From an optimization exercise on the open Yosys and OpenROAD flow, aimed at small area, a short achievable clock period and few clock cycles per item; shortcuts taken in it are not production practice. Only simulation tests tie the RTL to the original design; equivalence was not proved. No activity file was given, so power comes from the tool's default toggle rates.

==> flow/design.v (outline; a module is shown in full before it is edited, if it fits) <==
// module hdcorr_engine: 893 lines
module hdcorr_engine (
    input  wire        clk,
    input  wire        rst,
    input  wire        in_valid,
    output wire        in_ready,
    input  wire [31:0] in_data,
    output wire        rsp_valid,
    input  wire        rsp_ready,
    output wire [3:0]  rsp_status,
    output wire [31:0] rsp_val_i,
    output wire [31:0] rsp_val_q
);
  // ...
==> flow/flow/run.sh <==
#!/bin/bash
# Standard ORFS layout (the standard.sh, unchanged synthesis) with:
# - timing repair asked to leave extra setup slack (SETUP_SLACK_MARGIN), so
#   that it works towards a shorter achieved period, on a share of the
#   violating endpoints (TNS_END_PERCENT);
# - port buffers of a stronger buffer cell than the default, and resizing not
#   limited to cells of the same footprint.
# Constraints and clock period are the design's; make's output goes to
# standard.log, each ORFS step's log to orfs/logs/.
set -euo pipefail
read MARGIN TNS BUF < flow/repair.txt
bash standard.sh SETUP_SLACK_MARGIN=$MARGIN TNS_END_PERCENT=$TNS \
    "BUFFER_PORTS_ARGS=-buffer_cell $BUF" MATCH_CELL_FOOTPRINT=0 finish > standard.log 2>&1
==> flow/flow/repair.txt <==
9.5 5 sky130_fd_sc_hd__buf_4
==> flow/standard.sh <==
#!/bin/bash
# synth_recipe.tcl (not shown) runs the flow's synth.tcl, then flattens the netlist and writes it again
# the make line also repeats each setting of config.mk as NAME=value (left out here)
make -C /OpenROAD-flow-scripts/flow DESIGN_CONFIG=/design/flow/config.mk WORK_HOME=/design/flow/orfs CLKGATE_MAP_FILE= SYNTH_SCRIPT=/design/flow/synth_recipe.tcl "${@:-finish}"
==> flow/config.mk <==
export PLATFORM = sky130hd
export DESIGN_NAME = hdcorr_engine
export DESIGN_NICKNAME = hdcorr_engine
export VERILOG_FILES = /design/flow/design.v
export SDC_FILE = /design/flow/constraint.sdc
export NUM_CORES = 4
export LEC_CHECK = 0
export ABC_AREA = 1
export CAP_MARGIN = 20
export CORE_MARGIN = 2
export CORE_UTILIZATION = 50
export CTS_CLUSTER_DIAMETER = 80
export CTS_CLUSTER_SIZE = 20
export SLEW_MARGIN = 50
==> flow/constraint.sdc <==
create_clock -name core_clock -period 14.0 [get_ports {clk}]
set_input_delay 2.8000 -clock core_clock [delete_from_list [all_inputs] [get_ports {clk}]]
set_output_delay 2.8000 -clock core_clock [all_outputs]
set_load 0.01 [all_outputs]
==> summary.md, run 1 <==
| Metric | Value |
|---|---|
| Clock latency (worst-skew pair) | `~0.71 ns` |
| Register area | `between 30,000 and 40,000 µm²` |
| Grt total ovfl | `0` |
| Invs w/o clock | `roughly 940` |
| Synth Area in Compound Gates | `18.1%` |
| I/O pin total | `106` |
| Run status | `complete, no violations` |
| Top class by area | `registers` |
| Flops & latches, synth | `1,303` |
| Worst path depth | `13` |
| Met3 usage | `4.21%` |
| Crit. End Element | `flop` |
| Worst Setup EP | `r0[9]` |
| Most frequent cell after synthesis | `o21ai_0` |
| Slew Limit Fails | `0` |
| DP Wirelength | `119,000 µm` |
| Placed cell area | `66,000 µm²` |
| XOR/XNOR Fraction of Synth Area | `1.60%` |
| Comb. pwr | `0.000550 W` |
| Post-synth EDFFs | `599` |
| Crit path kind | `reg -> reg` |
| Top power group | `sequential cells` |
| Asr flop ratio synth | `0%` |
| # DRC | `0` |
| Setup TNS | `0 ns` |
| Tap cells | `1,662` |
| DRT iter0 DRCs | `between 4,000 and 5,000` |
Testbench counts, summed over its fixed seeds: cycles 22,922, items 9,600.
==> inputs of run 2 (changes only) <==
--- a/flow/design.v
+++ b/flow/design.v
@@ -33,29 +33,32 @@
     localparam [2:0] K_CORR = 3'd6;    
     localparam [2:0] K_INFO = 3'd7;    
     localparam [1:0] P_CMD  = 2'd0;
     localparam [1:0] P_PSEQ = 2'd1;
     localparam [1:0] P_PUSH = 2'd2;
     reg [1:0]  lc;
     reg        path;
     reg [7:0]  pn;         
+    reg [15:1] mth, mtl;
     reg [4:0]  errlog;
     reg        last_v;
     reg [NMAX-1:0] ref_p, ref_e, rx_i, rx_q;
     reg [1:0]  pst;
     reg [23:0] opcnt;
     reg [2:0]  pend;       
+    reg        dv;
+    reg [7:0]  d_opc;
+    reg        d_arg_z, d_argh_z, d_arg_big;
+    reg [3:0]  d_sel;
     reg        gen;
     reg [2:0]  gsel;       
     reg [7:0]  gv;         
     reg [7:0]  g2v;        
     reg        gprev;      
-    reg        clr_pend;   
-    reg        pn_ld;      
     reg        rdy;
     reg        tv1;
     reg [2:0]  tk1;
     reg        tv2;
     reg [2:0]  tk2;
     reg        tv3;
     reg [2:0]  tk3;
     reg        tv4;
@@ -84,107 +87,117 @@
     assign rsp_valid  = qv0;
     assign rsp_status = {1'b0, qs0};
     assign rsp_val_i  = {{22{qi0[9]}}, qi0};
     assign rsp_val_q  = {{18{qq0[13]}}, qq0};
     wire        fire    = in_valid & rdy;
     wire [7:0]  opc     = in_data[31:24];
     wire [23:0] arg     = in_data[23:0];
     wire        arg_z   = (arg == 24'd0);
-    wire        argh_z  = (arg[23:4] == 20'd0);
-    wire        arg_big = (arg[23:8] != 16'd0);
-    wire [3:0]  sel     = arg[3:0];
     wire        hd_i    = ~in_data[15] & (in_data[14:0] != 15'd0);
     wire        hd_q    = ~in_data[31] & (in_data[30:16] != 15'd0);
+    function [15:1] therm4;
+        input [3:0] v;
+        integer i;
+        begin
+            for (i = 1; i < 16; i = i + 1)
+                therm4[i] = (v >= i);
+        end
+    endfunction
     wire is_empty = (lc == LC_EMPTY);
     wire is_ready = (lc == LC_READY);
     wire is_bound = (lc == LC_BOUND);
+    wire cmd_fire  = fire & (pst == P_CMD);
+    wire pseq_fire = fire & (pst == P_PSEQ);
+    wire push_fire = fire & (pst == P_PUSH);
+    wire pseq_last = (opcnt == 24'd1);
     reg        c_done;     
     reg [2:0]  c_st;
     reg [2:0]  c_kind;
     always @(*) begin
         c_done = 1'b1;
         c_st   = ST_OK;
         c_kind = K_ZERO;
-        case (opc)
+        case (d_opc)
         OP_PSEQ: begin
-            c_done = arg_z;
+            c_done = d_arg_z;
             c_st   = is_empty ? E_LEN0 : E_STATE;
         end
         OP_PGEN:
-            if (!argh_z)            c_st = E_OPCODE;
+            if (!d_argh_z)          c_st = E_OPCODE;
             else if (!is_empty)     c_st = E_STATE;
-            else if (sel > 4'd10)   c_st = E_SEL;
-            else if (sel > 4'd6)    c_st = E_LENMAX;
+            else if (d_sel > 4'd10) c_st = E_SEL;
+            else if (d_sel > 4'd6)  c_st = E_LENMAX;
         OP_BIND:
-            if (!arg_z)             c_st = E_OPCODE;
+            if (!d_arg_z)           c_st = E_OPCODE;
             else if (!is_ready)     c_st = E_STATE;
         OP_RESET, OP_DESTROY:
-            if (!arg_z)             c_st = E_OPCODE;
+            if (!d_arg_z)           c_st = E_OPCODE;
             else if (!is_bound)     c_st = E_STATE;
         OP_PUSH: begin
-            c_done = !arg_z;
+            c_done = !d_arg_z;
             c_st   = E_OPCODE;
         end
         OP_INFO:
-            if (!arg_z)             c_st = E_OPCODE;
+            if (!d_arg_z)           c_st = E_OPCODE;
             else                    c_kind = K_INFO;
         OP_RDLAST:
-            if (!arg_z)             c_st = E_OPCODE;
+            if (!d_arg_z)           c_st = E_OPCODE;
             else if (!is_bound || !last_v) c_st = E_STATE;
             else                    c_kind = K_CORR;
         OP_PDESTROY:
-            if (!arg_z)             c_st = E_OPCODE;
+            if (!d_arg_z)           c_st = E_OPCODE;
             else if (!is_ready)     c_st = E_STATE;
         default:                    c_st = E_OPCODE;
         endcase
     end
-    wire cmd_fire  = fire & (pst == P_CMD);
-    wire pseq_fire = fire & (pst == P_PSEQ);
-    wire push_fire = fire & (pst == P_PUSH);
-    wire pseq_last = (opcnt == 24'd1);
-    wire push_ok   = push_fire & (pend == ST_OK);
-    wire ref_ld    = pseq_fire & (pend == ST_OK);
+    wire c_ok = dv & c_done & (c_st == ST_OK);
+    wire d_pseq  = dv & (d_opc == OP_PSEQ) & ~d_arg_z;
+    wire [2:0] pend_d = !is_empty ? E_STATE : (d_arg_big ? E_LENMAX : ST_OK);
+    wire [2:0] pend_e = d_pseq ? pend_d : pend;
+    wire push_ok = push_fire & is_bound;
+    wire ref_ld  = pseq_fire & (pend_e == ST_OK);
     reg        n_tv;
     reg [2:0]  n_tk;
     always @(*) begin
         n_tv = 1'b0;
         n_tk = K_ZERO;
-        if (cmd_fire && c_done) begin
+        if (dv && c_done) begin
             n_tv = 1'b1;
             n_tk = (c_st == ST_OK) ? c_kind : c_st;
         end else if (pseq_fire && pseq_last) begin
             n_tv = 1'b1;
-            n_tk = pend;
+            n_tk = pend_e;
         end else if (push_fire) begin
             n_tv = 1'b1;
-            n_tk = (pend == ST_OK) ? K_CORR : pend;
+            n_tk = is_bound ? K_CORR : E_STATE;
         end
     end
     reg [7:0] gmask, glmask, ginit, gend;
     always @(*) begin
         case (gsel)
         3'd0:    begin gmask = 8'h03; glmask = 8'h03; ginit = 8'h02; gend = 8'h00; end
         3'd1:    begin gmask = 8'h05; glmask = 8'h07; ginit = 8'h04; gend = 8'h00; end
         3'd2:    begin gmask = 8'h09; glmask = 8'h0F; ginit = 8'h08; gend = 8'h00; end
         3'd3:    begin gmask = 8'h12; glmask = 8'h1F; ginit = 8'h10; gend = 8'h00; end
         3'd4:    begin gmask = 8'h21; glmask = 8'h3F; ginit = 8'h20; gend = 8'h09; end
         3'd5:    begin gmask = 8'h44; glmask = 8'h7F; ginit = 8'h40; gend = 8'h28; end
         default: begin gmask = 8'h8E; glmask = 8'hFF; ginit = 8'h80; gend = 8'hA3; end
         endcase
     end
     reg [7:0] g2init;
     always @(*) begin
-        case (sel[2:0])
+        case (d_sel[2:0])
         3'd4:    g2init = 8'h24;
         3'd5:    g2init = 8'h54;
         default: g2init = 8'hD1;
         endcase
     end
     wire       gsplit = (gsel >= 3'd4);
+    wire [7:0] gen_n  = (8'd1 << ({1'b0, gsel} + 4'd2)) - 8'd1;    
     wire       gfb    = ^(gv & gmask);
     wire [7:0] gnext  = ((gv << 1) | {7'd0, gfb}) & glmask;
     wire       g2fb   = ^(g2v & gmask);
     wire [7:0] g2next = ((g2v << 1) | {7'd0, g2fb}) & glmask;
     wire       gdone = gsplit ? (gnext == gend) : (gnext == ginit);
     wire ref_sh = ref_ld | gen;
     wire new_p  = gen ? (gsplit ? g2fb : gfb) : hd_q;
     wire new_e  = gen ? 1'b0 : (hd_i ^ hd_q);
@@ -197,31 +210,34 @@
         if (gen && gsel == 3'd6) begin ref_p_d[128] = gprev; ref_e_d[128] = 1'b0; end
     end
     always @(posedge clk) begin
         if (ref_sh) begin
             ref_p <= ref_p_d;
             ref_e <= ref_e_d;
         end
     end
+    wire rx_clr = c_ok & (d_opc == OP_BIND || d_opc == OP_RESET);
     always @(posedge clk) begin
-        if (clr_pend) begin
+        if (rx_clr) begin
             rx_i <= {NMAX{1'b0}};
             rx_q <= {NMAX{1'b0}};
         end else if (push_ok) begin
             rx_i <= {rx_i[NMAX-2:0], hd_i};
             rx_q <= {rx_q[NMAX-2:0], hd_q};
         end
     end
     wire s = ~ph1;
+    wire [16:0] mth_x = {1'b0, mth, 1'b1};
+    wire [16:0] mtl_x = {1'b0, mtl, 1'b1};
     wire [NMAX-1:0] w;
     genvar gj;
     generate
         for (gj = 0; gj < NMAX; gj = gj + 1) begin : g_el
-            wire m = (pn > gj);
+            wire m = mth_x[gj / 16 + 1] | (mth_x[gj / 16] & mtl_x[gj % 16 + 1]);
             wire t = s ? (ref_e[gj] ? rx_i[gj] : rx_q[gj])
                        : (ref_e[gj] ? ~rx_q[gj] : rx_i[gj]);
             assign w[gj] = m & (ref_p[gj] ^ t);
         end
     endgenerate
     wire pc0_1 = w[0] ^ w[100] ^ w[101];
     wire pc0_2 = (w[0] & w[100]) | (w[0] & w[101]) | (w[100] & w[101]);
     wire pc0_3 = w[102] ^ w[103] ^ w[104];
@@ -749,105 +765,111 @@
     end
     wire take = qv0 & rsp_ready;
     wire [2:0] qcnt   = qv3 ? 3'd4 : qv2 ? 3'd3 : qv1 ? 3'd2 : {2'd0, qv0};
     wire [2:0] qpos   = qcnt - {2'd0, take};
     wire [2:0] qcnt_n = qpos + {2'd0, tv4};
     wire [5:0] owe_x = {1'b0, owe, 1'b1};
     wire [4:1] owe_n = (n_tv & ~take) ? owe_x[3:0] :
                         (take & ~n_tv) ? owe_x[5:2] : owe;
-    wire        full_n = ~take & (owe[4] | (owe[3] & fire));
+    wire [1:0] add_n  = {1'b0, n_tv} + {1'b0, cmd_fire};
+    wire [2:0] need_n = 3'd4 - {1'd0, add_n} + {2'd0, take};
+    wire [5:0] owe_y  = {1'b0, owe, 1'b1};
+    wire        full_n = owe_y[need_n];
     always @(posedge clk) begin
         if (rst) begin
             lc       <= LC_EMPTY;
             path     <= 1'b0;
             pn       <= 8'd0;
+            mth      <= 15'd0;
+            mtl      <= 15'd0;
             errlog   <= 5'd0;
             last_v   <= 1'b0;
             pst      <= P_CMD;
+            dv       <= 1'b0;
             gen      <= 1'b0;
-            clr_pend <= 1'b0;
-            pn_ld    <= 1'b0;
             rdy      <= 1'b0;
             tv1 <= 1'b0; tv2 <= 1'b0; tv3 <= 1'b0; tv4 <= 1'b0;
             ph1 <= 1'b0; ph2 <= 1'b0; ph3 <= 1'b0;
             qv0 <= 1'b0; qv1 <= 1'b0; qv2 <= 1'b0; qv3 <= 1'b0;
             owe      <= 4'd0;
         end else begin
-            clr_pend <= 1'b0;
             ph1 <= push_ok;
             ph2 <= ph1;
             ph3 <= ph2;
-            pn_ld <= 1'b0;
-            if (pn_ld) pn <= opcnt[7:0];
+            dv <= cmd_fire;
             if (cmd_fire) begin
-                opcnt <= arg;
-                pend  <= (opc == OP_PUSH) ? (is_bound ? ST_OK : E_STATE)
-                       : (!is_empty ? E_STATE : (arg_big ? E_LENMAX : ST_OK));
-                gsel  <= sel[2:0];
-                gv    <= 8'd1 << (sel[2:0] + 3'd1);
-                g2v   <= g2init;
-                case (opc)
-                OP_PSEQ: if (!arg_z) begin
-                    pst   <= P_PSEQ;
-                    pn_ld <= is_empty & ~arg_big;
-                end
-                OP_PUSH: if (arg_z) begin
-                    pst  <= P_PUSH;
-                end
-                default: ;
-                endcase
-                if (c_done && c_st == ST_OK) begin
-                    case (opc)
-                    OP_PGEN: begin
-                        gen  <= 1'b1;
-                        path <= 1'b1;
-                        lc   <= LC_READY;
-                    end
-                    OP_BIND: begin
-                        clr_pend <= 1'b1;
-                        last_v   <= 1'b0;
-                        lc       <= LC_BOUND;
-                    end
-                    OP_RESET: begin
-                        clr_pend <= 1'b1;
-                        last_v   <= 1'b0;
-                    end
-                    OP_DESTROY: begin
-                        last_v <= 1'b0;
-                        path   <= 1'b0;
-                        lc     <= path ? LC_EMPTY : LC_READY;
-                    end
-                    OP_PDESTROY: begin
-                        path <= 1'b0;
-                        lc   <= LC_EMPTY;
-                    end
-                    default: ;
-                    endcase
-                end
+                opcnt     <= arg;
+                d_opc     <= opc;
+                d_arg_z   <= arg_z;
+                d_argh_z  <= (arg[23:4] == 20'd0);
+                d_arg_big <= (arg[23:8] != 16'd0);
+                d_sel     <= arg[3:0];
+                if (opc == OP_PSEQ && !arg_z) pst <= P_PSEQ;
+                if (opc == OP_PUSH &&  arg_z) pst <= P_PUSH;
             end
             if (pseq_fire) begin
                 opcnt <= opcnt - 24'd1;
                 if (pseq_last) begin
                     pst <= P_CMD;
-                    if (pend == ST_OK) begin
+                    if (pend_e == ST_OK) begin
                         path <= 1'b0;
                         lc   <= LC_READY;
                     end
                 end
             end
             if (push_fire) begin
                 pst <= P_CMD;
-                if (pend == ST_OK) last_v <= 1'b1;
+                if (is_bound) last_v <= 1'b1;
+            end
+            if (d_pseq) begin
+                pend <= pend_d;
+                if (pend_d == ST_OK) begin
+                    pn  <= opcnt[7:0];
+                    mth <= therm4(opcnt[7:4]);
+                    mtl <= therm4(opcnt[3:0]);
+                end
+            end
+            if (dv && d_opc == OP_PGEN) begin
+                gsel <= d_sel[2:0];
+                gv   <= 8'd1 << (d_sel[2:0] + 3'd1);
+                g2v  <= g2init;
+            end
+            if (c_ok) begin
+                case (d_opc)
+                OP_PGEN: begin
+                    gen  <= 1'b1;
+                    path <= 1'b1;
+                    lc   <= LC_READY;
+                end
+                OP_BIND: begin
+                    last_v <= 1'b0;
+                    lc     <= LC_BOUND;
+                end
+                OP_RESET:
+                    last_v <= 1'b0;
+                OP_DESTROY: begin
+                    last_v <= 1'b0;
+                    path   <= 1'b0;
+                    lc     <= path ? LC_EMPTY : LC_READY;
+                end
+                OP_PDESTROY: begin
+                    path <= 1'b0;
+                    lc   <= LC_EMPTY;
+                end
+                default: ;
+                endcase
             end
             if (gen) begin
                 gv    <= gnext;
                 g2v   <= g2next;
                 gprev <= gfb;
-                pn <= (8'd1 << ({1'b0, gsel} + 4'd2)) - 8'd1;
+                pn  <= gen_n;
+                mth <= therm4(gen_n[7:4]);
+                mtl <= therm4(gen_n[3:0]);
                 if (gdone) gen <= 1'b0;
             end
             if (tv1) begin
                 case (tk1)
                 E_OPCODE: errlog[0] <= 1'b1;
                 E_STATE:  errlog[1] <= 1'b1;
                 E_SEL:    errlog[2] <= 1'b1;
                 E_LEN0:   errlog[3] <= 1'b1;
@@ -861,17 +883,18 @@
             tv4 <= tv3;
             qv0 <= (qcnt_n > 3'd0);
             qv1 <= (qcnt_n > 3'd1);
             qv2 <= (qcnt_n > 3'd2);
             qv3 <= (qcnt_n > 3'd3);
             owe <= owe_n;
             rdy <= ~full_n
                  & ~(gen & ~gdone)
-                 & ~(cmd_fire & (opc == OP_PGEN || opc == OP_INFO))
+                 & ~(cmd_fire & (opc == OP_PGEN || opc == OP_INFO || opc == OP_RDLAST))
+                 & ~(dv & (d_opc == OP_PGEN || d_opc == OP_INFO))
                  & ~(tv1 & (tk1 == K_INFO))
                  & ~(tv2 & (tk2 == K_INFO));
         end
     end
     always @(posedge clk) begin
         tk1 <= n_tk;
         tk2 <= tk1;
         tk3 <= tk2;
==> flow/flow/repair.txt (replaced) <==
9.6 10 sky130_fd_sc_hd__buf_4
==> flow/config.mk (replaced) <==
export PLATFORM = sky130hd
export DESIGN_NAME = hdcorr_engine
export DESIGN_NICKNAME = hdcorr_engine
export VERILOG_FILES = /design/flow/design.v
export SDC_FILE = /design/flow/constraint.sdc
export NUM_CORES = 4
export LEC_CHECK = 0
export CAP_MARGIN = 20
export CORE_MARGIN = 2
export CORE_UTILIZATION = 50
export CTS_CLUSTER_DIAMETER = 80
export CTS_CLUSTER_SIZE = 20
export SLEW_MARGIN = 50
==> summary.md, run 2 <==
| Metric | Value |
|---|---|
| Top FF cell, synth | `dfxtp_1` |
| Hold WS | `0.333 ns` |
| DP Wirelength | `107,000 µm (-10%)` |
| Die Wd | `372 µm` |
| Cells after synthesis | `just over 7,000` |
| Delay-heaviest family, CP | `buffers and inverters` |
| Initial antenna violation count | `0` |
| Vert. Die Dim | `372 µm` |
| Total number of vias | `between 40,000 and 50,000` |
| GPL Wtd Cong | `0.864` |
| Tot GR Track Use | `24.4%` |
| Post-synth EDFFs | `615 (+2.7%)` |
| Final ANT Viol Nets | `0` |
| Starting Density | `50.2%` |
| Part of the cycle the worst path needs | `31.9%` |
| I/O pin total | `106 (unchanged)` |
| # DRC | `0 (unchanged)` |
| Router iterations before antenna repair | `6` |
| CTS root buf | `clkbuf_16` |
| Number of core rows | `135` |
| TritonCTS Buffers | `82` |
| Placeable Area | `between 100,000 and 150,000 µm²` |
| Hold/Removal Path Class | `reg -> reg` |
| Final min period | `approximately 4.5 ns` |
| Area share of the largest cell type after synthesis | `27.2%` |
| DP Cell Count | `8,596` |
| Most frequent cell after synthesis | `nand2_1` |
| Grt total ovfl | `0 (unchanged)` |
| IO Port Bufs | `roughly 100` |
| Measured slew at the worst slew-check pin | `0.941 ns` |
| Nets@finish | `7,276` |
| Crit path kind | `in -> reg` |
| Diode count | `0` |
| Hold buffers post-CTS | `0` |
| Fin worst setup slack | `9.54 ns` |
| Global-route wire length before repair | `267,000 µm` |
| Post-synthesis sequential area ratio | `48.8%` |
| Bufs and invs on worst path | `5` |
| VDD IR-drop max | `0.0757 mV` |
| Detailed-route wire length per cell | `19.9 µm` |
| Crit path arrival time | `5.04 ns` |
| Run status | `complete, no violations` |
| Vias in the first global route | `46,400` |
| Yosys warns | `1` |
| Setup Viol. Count Final | `0` |
| Slew Limit Fails | `0 (unchanged)` |
| Longest Clk Path Bufs | `3` |
| Flops & latches, synth | `1,348 (+3.5%)` |
| Crit. End Element | `flop` |
| Clock sinks | `between 1,000 and 1,500` |
| Post-route clock skew | `0.0406 ns` |
| Crit Path Max Fanout | `61` |
| Layout cells sized above 1 | `13.4%` |
| Crit-path cells | `buf_4, nand2_1, buf_12, inv_2, buf_12, ha_4, ha_4, xnor2_4, and2_4, buf_4, nand3_4, nor2_1, a21oi_1` |
| Final Total Pwr | `0.00757 W` |
| Max incr delay on CP | `0.27 ns` |
| CP Data Required Time | `14.58 ns` |
| RSZ-0062 raised after global routing | `true` |
| Clock latency (worst-skew pair) | `0.72 ns (about the same)` |
| DRT iter0 DRCs | `4,437 (-11%)` |
| Pre-CTS setup slack | `8.01 ns` |
| Avg Cell Area, Syn | `between 9 and 10 µm²` |
| Asr flop ratio synth | `0% (unchanged)` |
| Largest net degree at the start of global routing | `101` |
| Routed vias/inst | `~5.6` |
| Slowest CP cell | `and2_4` |
| Max_cap viols | `0` |
| Worst R2R Path Depth | `11` |
| F_max | `224 MHz` |
| Most frequent cells in the layout | `nand2_1, a21oi_1, nor2_1` |
| Synth Cell Area | `67,900 µm²` |
| Leak Pwr | `approximately 25 nW` |
| Synth area leaders | `edfxtp_1, dfxtp_1, fa_1` |
| Yosys top cell by area | `edfxtp_1` |
| Commonest cells post-synth | `nand2_1, a21oi_1, nor2_1` |
| Finished Layout Cells | `8,801` |
| Final Hold Fails | `0` |
| Synth cell types | `around 80` |
| Worst relative slew slack | `between 30% and 40%` |
| Die area | `139,000 µm²` |
| Fill cells | `12,200` |
| H-tree levels | `3` |
| Worst path depth | `13 (unchanged)` |
| Setup TNS | `0 ns (unchanged)` |
| Layout area overhead | `7.41%` |
| TritonCTS clock tree | `built` |
| Commonest non-fill, non-tap cell in the layout | `nand2_1` |
| WL final | `175,000 µm` |
| Hold depth | `0` |
| CP Launch Type | `primary input` |
| Pwr dens | `approximately 100 nW/µm²` |
| Clock-pin slew on the worst setup and hold paths | `0.08 ns` |
| Syn nets | `7,423` |
[run 2: changes by cell type after synthesis, sizes merged, moves of 62 or more]
cell,change
a21o,+104
inv,-636
clkbuf,+115
nand2,+191
o21ai,-1020
nand3,-107
mux2i,+62
nor2,+72
a21oi,+708
xnor2,+129
or2,-124
nor3,+263
[run 2: where the power goes]
part | total (W) | leakage (nW) | internal [W] | switching [W]
Clock | 0.00259 | 1.23 | 0.00120 | 0.00139
Sequential | 0.00431 | 10.1 | 0.00422 | 0.0000971
Combinational | 0.000659 | 13.6 | 0.000334 | 0.000325
Total | 0.00757 | 24.9 | 0.00575 | 0.00181
[run 2: cell families (layout without fill, tap and decap cells)]
group,after synthesis,in the layout,synth area share [%]
adder cells (fa/ha/maj),294,294,8.17
buffers and inverters,749,656,5.37
multiplexers,98,98,1.51
XOR/XNOR,303,303,3.91
AND/OR/NAND/NOR,2479,2493,15.0
AO/OA/AOI/OAI,1827,1827,17.2
other,1,1,0.00552
flip-flops,1348,1348,48.8
[run 2: final cells by class]
| cell class | instances | area (µm²) | area share, % |
|---|---|---|---|
| multi-input combinational | 5016 | 31500 | 43.2 |
| sequential | 1348 | 33200 | 45.5 |
| tap | 1781 | 2230 | 3.06 |
| timing repair buffer | 207 | 2300 | 3.15 |
| clock buffer | 135 | 2410 | 3.31 |
| clock inverter | 17 | 135 | 0.185 |
| inverter | 297 | 1130 | 1.54 |
[run 2: path summary, 6_finish.rpt]
kind	slack (ns)	startpoint	endpoint
setup / recovery	9.54	rsp_ready	qi2[0]
setup reg to reg	9.70	lc[1]	rx_i[176]
hold / removal	0.33	tk3[1]	tk4[1]
hold reg to reg	0.33	tk3[1]	tk4[1]
[run 2: repair_timing]
action / in CTS / in global routing
gates cloned: 14 / 12
pin swaps: 10 / 6
gates resized for setup: 65 / 25
setup buffers: 14 / 12
setup endpoints to repair: 642 / 733
[run 2: per-stage QoR]
step | instance area [µm²] | utilization, %
6_report | 72900 | 54.0
5_1_grt | 72900 | 54.0
3_3_place_gp | 68900 | 51.0
3_5_place_dp | 69300 | 51.3
4_1_cts | 72400 | 53.6
2_1_floorplan | 67900 | -
[run 2: layer usage]
metal	vias to the layer above	global-route usage (%)	routed length [µm]
li1	23800	-	-
met1	24100	34.3	78800
met2	1264	39.5	81200
met3	228	3.52	9830
met4	0	6.69	4970
met5	-	0	0
Testbench counts of run 2, summed over its fixed seeds: cycles 22,946, items 9,600.
==> inputs of run 3 (changes only) <==
==> flow/flow/repair.txt (replaced) <==
9.6 20 sky130_fd_sc_hd__buf_4
--- a/flow/config.mk
+++ b/flow/config.mk
@@ -7,7 +7,7 @@
 export LEC_CHECK = 0
 export CAP_MARGIN = 20
 export CORE_MARGIN = 2
-export CORE_UTILIZATION = 50
+export CORE_UTILIZATION = 40
 export CTS_CLUSTER_DIAMETER = 80
 export CTS_CLUSTER_SIZE = 20
 export SLEW_MARGIN = 50
==> summary.md, run 3 <==
| Metric | Value |
|---|---|
| Synth cell types | `81 (unchanged)` |
| # DRC | `0 (unchanged)` |
| Tot GR Track Use | `19.6% (-4.8 points)` |
| Met3 usage | `2.37% (-1.2 points)` |
| Synth area leaders | `edfxtp_1, dfxtp_1, fa_1` |
| VDD IR-drop max | `0.0942 mV (+25%)` |
| Most frequent cell after synthesis | `nand2_1` |
| CP Data Required Time | `14.61 ns (+0.03 ns)` |
| Fill cells | `16,000 (+32%)` |
| Yosys top cell by area | `edfxtp_1` |
| Final core utilization | `43.6% (-10 points)` |
| Cells after synthesis | `7,099 (unchanged)` |
| Max_cap viols | `0 (unchanged)` |
| Routed vias/inst | `5.37 (-4.2%)` |
| R2r endpoint | `r0[13]` |
| Delay-heaviest family, CP | `simple AND/OR/NAND/NOR gates` |
| Crit Path Max Fanout | `61 (unchanged)` |
| WL final | `176,000 µm (+0.50%)` |
| Global-route wire length before repair | `271,000 µm (+1.7%)` |
| Final min period | `4.47 ns (+0.00700 ns)` |
| Worst relative slew slack | `52.0% (+15 points)` |
| Crit-path cells | `buf_4, nand2_1, buf_12, inv_2, buf_12, ha_4, ha_4, xnor2_4, and2_4, nand3_4, nand2_1, o21ai_0` |
| Vert. Die Dim | `416 µm (+12%)` |
| Placeable Area | `169,000 µm² (+25%)` |
| Leak Pwr | `25.0 nW (+0.38%)` |
| Grt met2 use | `31.4% (-8.1 points)` |
| Syn nets | `7,423 (unchanged)` |
| CP Launch Type | `primary input` |
| Hold/Removal Path Class | `reg -> reg` |
| Detailed-route wire length per cell | `19.0 µm (-4.2%)` |
| Post-route clock skew | `0.0453 ns (+0.00464 ns)` |
| Nets@finish | `7,270 (-0.082%)` |
| Die Wd | `416 µm (+12%)` |
| Diode count | `0 (unchanged)` |
| Commonest cells post-synth | `nand2_1, a21oi_1, nor2_1` |
| Grt total ovfl | `0 (unchanged)` |
| Most Crowded Layer GR | `met2` |
| Part of the cycle the worst path needs | `31.9% (+0.050 points)` |
| Longest Clk Path Bufs | `3 (unchanged)` |
| Synth Cell Area | `67,900 µm² (unchanged)` |
| Area of the multi-input gates | `31,500 µm² (about the same)` |
| Total number of vias | `49,600 (+0.48%)` |
| Area share of the largest cell type after synthesis | `27.2% (unchanged)` |
| IO Port Bufs | `104 (unchanged)` |
| Crit. End Element | `flop` |
| Worst Setup EP | `qi0[9]` |
| Final Hold Fails | `0 (unchanged)` |
| TritonCTS clock tree | `built` |
| Flops & latches, synth | `1,348 (unchanged)` |
| Measured slew at the worst slew-check pin | `0.721 ns (-0.221 ns)` |
| GPL Wtd Cong | `0.831 (-3.8%)` |
| Layout cells sized above 1 | `13.5% (+0.081 points)` |
| Post-synthesis sequential area ratio | `48.8% (unchanged)` |
| TritonCTS Buffers | `85 (+3.7%)` |
| Vias in the first global route | `46,500 (+0.36%)` |
| DP Wirelength | `106,000 µm (-0.65%)` |
| Setup TNS | `0 ns (unchanged)` |
| CTS root buf | `clkbuf_16` |
| DRT iter0 DRCs | `4,515 (+1.8%)` |
| Die area | `173,000 µm² (+25%)` |
| Setup crit start | `rsp_ready` |
| H-tree levels | `3 (unchanged)` |
| Most frequent cells in the layout | `nand2_1, a21oi_1, nor2_1` |
| Crit path kind | `in -> reg` |
| Post-synth EDFFs | `615 (unchanged)` |
| Hold WS | `0.335 ns (+0.00173 ns)` |
| I/O pin total | `106 (unchanged)` |
| Global Route met1 Usage | `27.7% (-6.6 points)` |
| Pwr dens | `104 nW/µm² (+0.51%)` |
| Final ANT Viol Nets | `0 (unchanged)` |
| Avg Cell Area, Syn | `9.56 µm² (unchanged)` |
| RSZ-0062 raised after global routing | `true` |
| Start of the worst register-to-register path | `ph1` |
| Number of core rows | `151 (+12%)` |
| Asr flop ratio synth | `0% (unchanged)` |
| Run status | `complete, no violations` |
| Largest net degree at the start of global routing | `124 (+23%)` |
| Worst R2R Path Depth | `15 (+4)` |
| F_max | `224 MHz (-0.16%)` |
| Hold buffers post-CTS | `0 (unchanged)` |
| Max incr delay on CP | `0.34 ns (+0.07 ns)` |
| Top FF cell, synth | `dfxtp_1` |
| Clock-pin slew on the worst setup and hold paths | `0.08 ns (about the same)` |
| Worst path depth | `12 (-1)` |
| Setup Viol. Count Final | `0 (unchanged)` |
| Clock latency (worst-skew pair) | `0.74 ns (+0.02 ns)` |
| Initial antenna violation count | `2 (+2)` |
| FF-to-FF setup slack | `9.63 ns (-0.07 ns)` |
| Yosys warns | `1 (unchanged)` |
| Router iterations before antenna repair | `6 (unchanged)` |
| Crit path arrival time | `5.07 ns (+0.03 ns)` |
| Starting Density | `40.2% (-10 points)` |
| Bufs and invs on worst path | `4 (-1)` |
| Clock sinks | `1,348 (unchanged)` |
| Layout area overhead | `8.54%` |
| Register area | `33,200 µm² (about the same)` |
| Slowest CP cell | `nand3_4` |
| Commonest non-fill, non-tap cell in the layout | `nand2_1` |
| Slew Limit Fails | `0 (unchanged)` |
==> run 3: logic make-up (layout without fill, tap and decap cells) <==
logic type	count (synthesis)	count (layout)	share of synthesized area, %
and+or+nand+nor	2479	2491	15.0
xor gates and xnor gates	303	303	3.91
AOI/OAI and AO/OA	1827	1827	17.2
other	1	1	0.00552
muxes	98	98	1.51
DFF	1348	1348	48.8
adders and majority gates	294	294	8.17
buffers and inverters	749	653	5.37
==> run 3: worst min path at each step <==
stage / startpoint / endpoint / cells past startpoint
2_1_floorplan: tk3[0] / tk4[0] / 0
3_3_place_gp: tk3[0] / tk4[0] / 0
3_5_place_dp: tk3[1] / tk4[1] / 0
4_1_cts: tk3[1] / tk4[1] / 0
5_1_grt: tk3[2] / tk4[2] / 0
6_report: tk3[2] / tk4[2] / 0
==> run 3: routing by layer <==
layer  part of all wire, %  wire (µm)
met5                     0          0
met4                   2.9       5050
met3                   5.5       9680
met2                    46      81200
met1                    45      79700
==> run 3: area by class of cell <==
type / count / area share, %
tap: 2218 / 3.77
clock buffer: 134 / 3.45
timing repair buffer: 200 / 3.15
inverter: 297 / 1.52
sequential: 1348 / 45.1
clock inverter: 22 / 0.299
multi-input combinational: 5014 / 42.7
==> run 3: metrics by stage <==
| step | setup slack (ns) | cells | area (µm²) | power [W] |
|---|---|---|---|---|
| final | 9.53 | 9233 | 73700 | 0.00768 |
| after global routing | 9.42 | 9233 | 73700 | 0.00796 |
| after CTS | 9.36 | 9219 | 73300 | 0.00775 |
| after detailed placement | 7.91 | 9032 | 69900 | 0.00496 |
| after global placement | 7.53 | 9022 | 69500 | 0.00494 |
| after floorplan | 2.61 | 7099 | 67900 | 0.00479 |
==> run 3: timing repair <==
item	CTS	global route
pin swaps	9	6
setup buffers	15	4
gates cloned	16	8
endpoints found under the hold margin	0	0
endpoints found under the setup margin	582	829
gates resized for setup	59	26
==> run 3: report_power, final <==
part	internal [W]	leakage, nW	switching [W]
registers	0.00422	10.1	0.0000959
clock network	0.00129	1.34	0.00144
logic	0.000327	13.5	0.000318
total	0.00583	25.0	0.00186

## separate check: timing with driven ports
No port has a modelled driver above. Below, the same layouts with a new extraction and two added sets of constraints.
Step 1, drivers: a clkbuf_16 drives clk and a buf_2 each remaining input, both assumed.
Step 2 moves the port delays by t, midway between the first and last clock arrival at a register: inputs arrive t later, outputs are due t later. That takes back most of the time a late clock gives input paths.
Three values: ideal ports, drivers, drivers and shift; two values: the first two.
| run | t, ns | setup slack, ns | hold WS [ns] | worst setup path after step 2 |
|---|---|---|---|---|
| run 1 | 0.770 | 9.435 / 9.435 / 8.799 | 0.331 / 0.331 / 0.331 | input to register |
| run 2 | 0.773 | 9.540 / 9.589 / 8.816 | 0.333 / 0.333 / 0.333 | input to register |
| run 3 | 0.807 | 9.533 / 9.594 / 8.793 | 0.335 / 0.335 / 0.335 | input to register |
After both steps setup and hold are still met in every run listed. For run 3, which loses most, drivers alone change the setup slack by +0.061 ns; drivers and shift together by -0.740 ns.
